Background: an optimization exercise with open tools, aiming at small area, a short achievable clock period and few clock cycles. Do not read the settings as production practice. Where RTL was checked, it was by simulation tests only, not by an equivalence proof against the original.

==> pepper: inputs <==
==> flow/design.v (excerpt) <==
module cic_seed (
    input  wire        clk,
    input  wire        rst,           
    input  wire        start,         
    input  wire [31:0] image_size,    
    output reg         ready,
    output reg         done,          
    output wire [31:0] seed,
    output wire [31:0] crc,
    output reg         img_req,
    output reg  [8:0]  img_addr,      
    input  wire        img_gnt,
    input  wire        img_rvalid,
    input  wire [63:0] img_rdata
);
==> flow/config.mk <==
export PLATFORM = sky130hd
export DESIGN_NAME = cic_seed
export DESIGN_NICKNAME = cic_seed
export VERILOG_FILES = /design/flow/design.v
export SDC_FILE = /design/flow/constraint.sdc
export NUM_CORES = 4
export LEC_CHECK = 0
export CAP_MARGIN = 20
export CORE_MARGIN = 2
export CORE_UTILIZATION = 40
export SLEW_MARGIN = 20
==> flow/constraint.sdc <==
create_clock -name core_clock -period 5.0 [get_ports {clk}]
set_input_delay 1.0000 -clock core_clock [delete_from_list [all_inputs] [get_ports {clk}]]
set_output_delay 1.0000 -clock core_clock [all_outputs]
set_load 0.01 [all_outputs]
standard.sh (not shown) runs the stock make flow with config.mk's settings and CLKGATE_MAP_FILE= SYNTH_SCRIPT=/design/flow/synth_recipe.tcl, a recipe that flattens the netlist after the stock synthesis.
==> flow/flow/run.sh <==
#!/bin/bash
# Own flow: the standard layout (standard.sh, unchanged ORFS steps and
# synthesis) with these changes:
#  - ORFS's scripts are copied to ./scripts and ABC's speed script replaced by
#    flow/abc.script (plain delay-oriented mapping without ABC's blanket
#    buffering and upsizing; the placer's repair sizes the critical cells);
#  - three-input XOR/XNOR cells are added to the don't-use list;
#  - the ports get a plain buffer cell;
#  - any extra ORFS variables listed in flow/vars.txt.
# Each tool's output goes to the ORFS logs under orfs/logs; make's own output
# goes to standard_make.log here.
set -euo pipefail
rm -rf scripts
cp -r "$FLOW_HOME/scripts" scripts
cp flow/abc.script scripts/abc_speed.script
PLATFORM_DONT_USE=$(sed -n '/^export DONT_USE_CELLS += /,/^$/p' "$FLOW_HOME/platforms/sky130hd/config.mk" \
    | sed 's/export DONT_USE_CELLS += //; s/\\//g' | tr -s ' \n' ' ')
EXTRA_DONT_USE="sky130_fd_sc_hd__xnor3_1 sky130_fd_sc_hd__xnor3_2 sky130_fd_sc_hd__xnor3_4 sky130_fd_sc_hd__xor3_1 sky130_fd_sc_hd__xor3_2 sky130_fd_sc_hd__xor3_4"
VARS=()
if [[ -f flow/vars.txt ]]; then
    while read -r line; do [[ -n "$line" ]] && VARS+=("$line"); done < flow/vars.txt
fi
bash standard.sh "SCRIPTS_DIR=$PWD/scripts" \
    "DONT_USE_CELLS=$PLATFORM_DONT_USE $EXTRA_DONT_USE" \
    "BUFFER_PORTS_ARGS=-buffer_cell sky130_fd_sc_hd__buf_2" \
    "${VARS[@]}" finish > standard_make.log 2>&1
==> flow/flow/abc.script <==
&get -n
&st
&dch
&nf
&put
==> flow/flow/vars.txt <==
CORE_UTILIZATION=60
PLACE_DENSITY=0.7
SETUP_SLACK_MARGIN=2.2
BUFFER_PORTS_ARGS=-buffer_cell sky130_fd_sc_hd__buf_1
CTS_BUF_LIST=sky130_fd_sc_hd__clkbuf_4
==> violet (differences from pepper) <==
==> flow/flow/vars.txt (replaced) <==
CORE_UTILIZATION=70
PLACE_DENSITY=0.75
SETUP_SLACK_MARGIN=2.0
BUFFER_PORTS_ARGS=-buffer_cell sky130_fd_sc_hd__buf_1
CTS_BUF_LIST=sky130_fd_sc_hd__clkbuf_4
==> garnet (differences from pepper) <==
--- a/flow/design.v
+++ b/flow/design.v
@@ -15,15 +15,13 @@
 );
     localparam [8:0] FIRST_WORD = 9'd8;     
     localparam [8:0] LAST_WORD  = 9'd511;   
     reg        req_on;      
     reg [1:0]  outst;       
-    reg [31:0] c;           
-    reg        first;       
-    reg        s_lo, s8, s9, s10, s11, s12, s14, s15, s18;
-    wire [31:0] cm = ~(c | {32{first}});
-    wire [31:0] x  = ~cm ^ img_rdata[31:0];
+    reg [31:0] nc;          
+    reg        ka, kb, kc;
+    wire [31:0] x  = ~nc ^ img_rdata[31:0];
     wire [31:0] dh = img_rdata[63:32];
     wire [31:0] cn;
     wire t0 = x[13] ^ x[3];
     wire t1 = x[11] ^ x[12];
     wire t2 = dh[7] ^ x[19];
@@ -198,11 +196,20 @@
     wire grant = img_req & img_gnt;
     wire fin   = ~ready & ~req_on & (outst == 2'd0);
     wire       req_on_n = take ? (image_size[31:12] != 20'd0)
                                : req_on & ~(grant && img_addr == LAST_WORD);
     wire [1:0] outst_n  = outst + {1'b0, grant} - {1'b0, img_rvalid};
-    assign crc  = cm;
+    assign crc  = nc;
+    wire s_lo = ka | kb;                  
+    wire s8   = kb;                       
+    wire s9   = ka & kb;                  
+    wire s10  = kb & (ka | ~kc);          
+    wire s11  = ka;                       
+    wire s12  = ka | (kb & kc);           
+    wire s14  = ka & ~kb;                 
+    wire s15  = kb & ~ka;                 
+    wire s18  = ka & kb & kc;             
     assign seed = {13'd0, s18, 2'd0, s15, s14, s11, s12, s11, s10, s9, s8,
                    2'd0, {6{s_lo}}};
     always @(posedge clk) begin
         if (rst) begin
             ready   <= 1'b1;
@@ -216,32 +223,22 @@
             req_on  <= req_on_n;
             outst   <= outst_n;
             img_req <= req_on_n & ~outst_n[1];
         end
     end
-    wire m0 = (cm == 32'h6170A4A1);    
-    wire m1 = (cm == 32'h90BB6CB5);    
-    wire m2 = (cm == 32'h0B050EE0);    
-    wire m3 = (cm == 32'h98BC2C86);    
-    wire m4 = (cm == 32'hACC8580A);    
+    wire m0 = (nc == 32'h6170A4A1);    
+    wire m1 = (nc == 32'h90BB6CB5);    
+    wire m2 = (nc == 32'h0B050EE0);    
+    wire m3 = (nc == 32'h98BC2C86);    
+    wire m4 = (nc == 32'hACC8580A);    
     always @(posedge clk) begin
         if (take)
             img_addr <= FIRST_WORD;
         else if (grant)
             img_addr <= img_addr + 9'd1;
-        if (img_rvalid)
-            c <= cn;
-        if (take)
-            first <= 1'b1;
-        else if (img_rvalid)
-            first <= 1'b0;
-        s_lo <= m0 | m1 | m2 | m3 | m4;
-        s8   <= m0 | m1 | m3 | m4;
-        s9   <= m0 | m1;
-        s10  <= m0 | m1 | m4;
-        s11  <= m0 | m1 | m2;
-        s12  <= m0 | m1 | m2 | m3;
-        s14  <= m2;
-        s15  <= m3 | m4;
-        s18  <= m0;
+        if (img_rvalid | take)
+            nc <= ~(cn | {32{take}});
+        ka <= m0 | m1 | m2;
+        kb <= m0 | m1 | m3 | m4;
+        kc <= m0 | m3;
     end
 endmodule
==> flow/flow/abc.script (replaced) <==
&get -n
&st
&dch
&nf
&st
&syn2
&if -g -K 6
&synch2
&nf
&st
&syn2
&if -g -K 6
&synch2
&nf
&st
&syn2
&if -g -K 6
&synch2
&nf
&st
&syn2
&if -g -K 6
&synch2
&nf
&st
&syn2
&if -g -K 6
&synch2
&nf
&put
buffer -c
topo
stime -c
upsize -c
dnsize -c
==> flow/flow/vars.txt (replaced) <==
CORE_UTILIZATION=70
PLACE_DENSITY=0.75
SETUP_SLACK_MARGIN=2.0
BUFFER_PORTS_ARGS=-buffer_cell sky130_fd_sc_hd__buf_1
CTS_BUF_LIST=sky130_fd_sc_hd__clkbuf_4 sky130_fd_sc_hd__clkbuf_8
==> notes <==
Sequential share of layout area, highest first: violet, pepper, garnet. Worst hold slack, lowest first: garnet, violet, pepper. Global-route usage, lowest first: garnet, pepper, violet. garnet finished with timing, DRC and antenna clean. pepper finished with timing, DRC and antenna clean. violet completed without violations. The highest clock-buffer cell count belongs to pepper, the lowest to garnet. First-iteration DRC count: pepper is larger than violet (7.2%). Against violet, the flip-flop and latch count of garnet is lower by 7. Between garnet and pepper, the lower via count is in garnet (gap 4.0%, measured against pepper).
==> figures <==
	pepper	violet	garnet
Result of the run	finished clean	finished clean	finished clean
Average via count per standard cell	5.67	5.95	5.79
Design Area, Final	0.00835 mm²	0.00795 mm²	0.00823 mm²
End point of the worst hold path	req_on	img_addr[7]	img_addr[8]
Number of buffer and inverter stages on the critical path	2	1	1
R2R cell count	9	10	7
Rows	38	35	36
Worst-case setup slack after placement	1.27 ns	1.19 ns	1.49 ns
Initial Util	61.6%	72.3%	72.8%
Number of non-clock buffers	175	171	158
Start point of the critical path	first	img_rdata[59]	img_rdata[4]
Wire length per cell after detailed routing	22.7 µm	23.3 µm	23.1 µm
Wire length of the first global-routing pass	33.3 mm	33.1 mm	31.7 mm
Testbench counts of pepper, summed over its fixed seeds: cycles 32,456.
Testbench counts of violet, summed over its fixed seeds: cycles 32,456.
The RTL of garnet was laid out without a check of its function.

[port drivers added, routing unchanged]
The flow's constraints put no driver on any port. The routed layouts listed below were extracted and timed again, unchanged, in two steps. Step 1 assumes that a clkbuf_16 drives the clock port and a buf_2 every other input. Step 2 also shifts input and output timing later by t, the mid clock arrival at the registers, as if the neighbouring blocks saw the same clock. Three values: ideal ports, drivers, drivers and shift; two values: the first two.
run | shift t [ns] | slack for setup (ns) | worst hold slack (ns) | worst setup path at the end | clock arrival spread, ns
pepper | 0.442 | 2.075 / 2.075 / 1.718 | 0.513 / 0.513 / 0.513 | input to register | 0.012 / 0.012
violet | 0.458 | 2.003 / 2.008 / 1.566 | 0.502 / 0.502 / 0.502 | input to register | 0.009 / 0.009
garnet | 0.337 | 1.889 / 1.889 / 1.552 | 0.490 / 0.490 / 0.490 | input to register | 0.012 / 0.013
After both steps every run listed still meets setup and hold. For violet, which loses most, drivers alone change the setup slack by +0.005 ns; drivers and shift together by -0.437 ns.
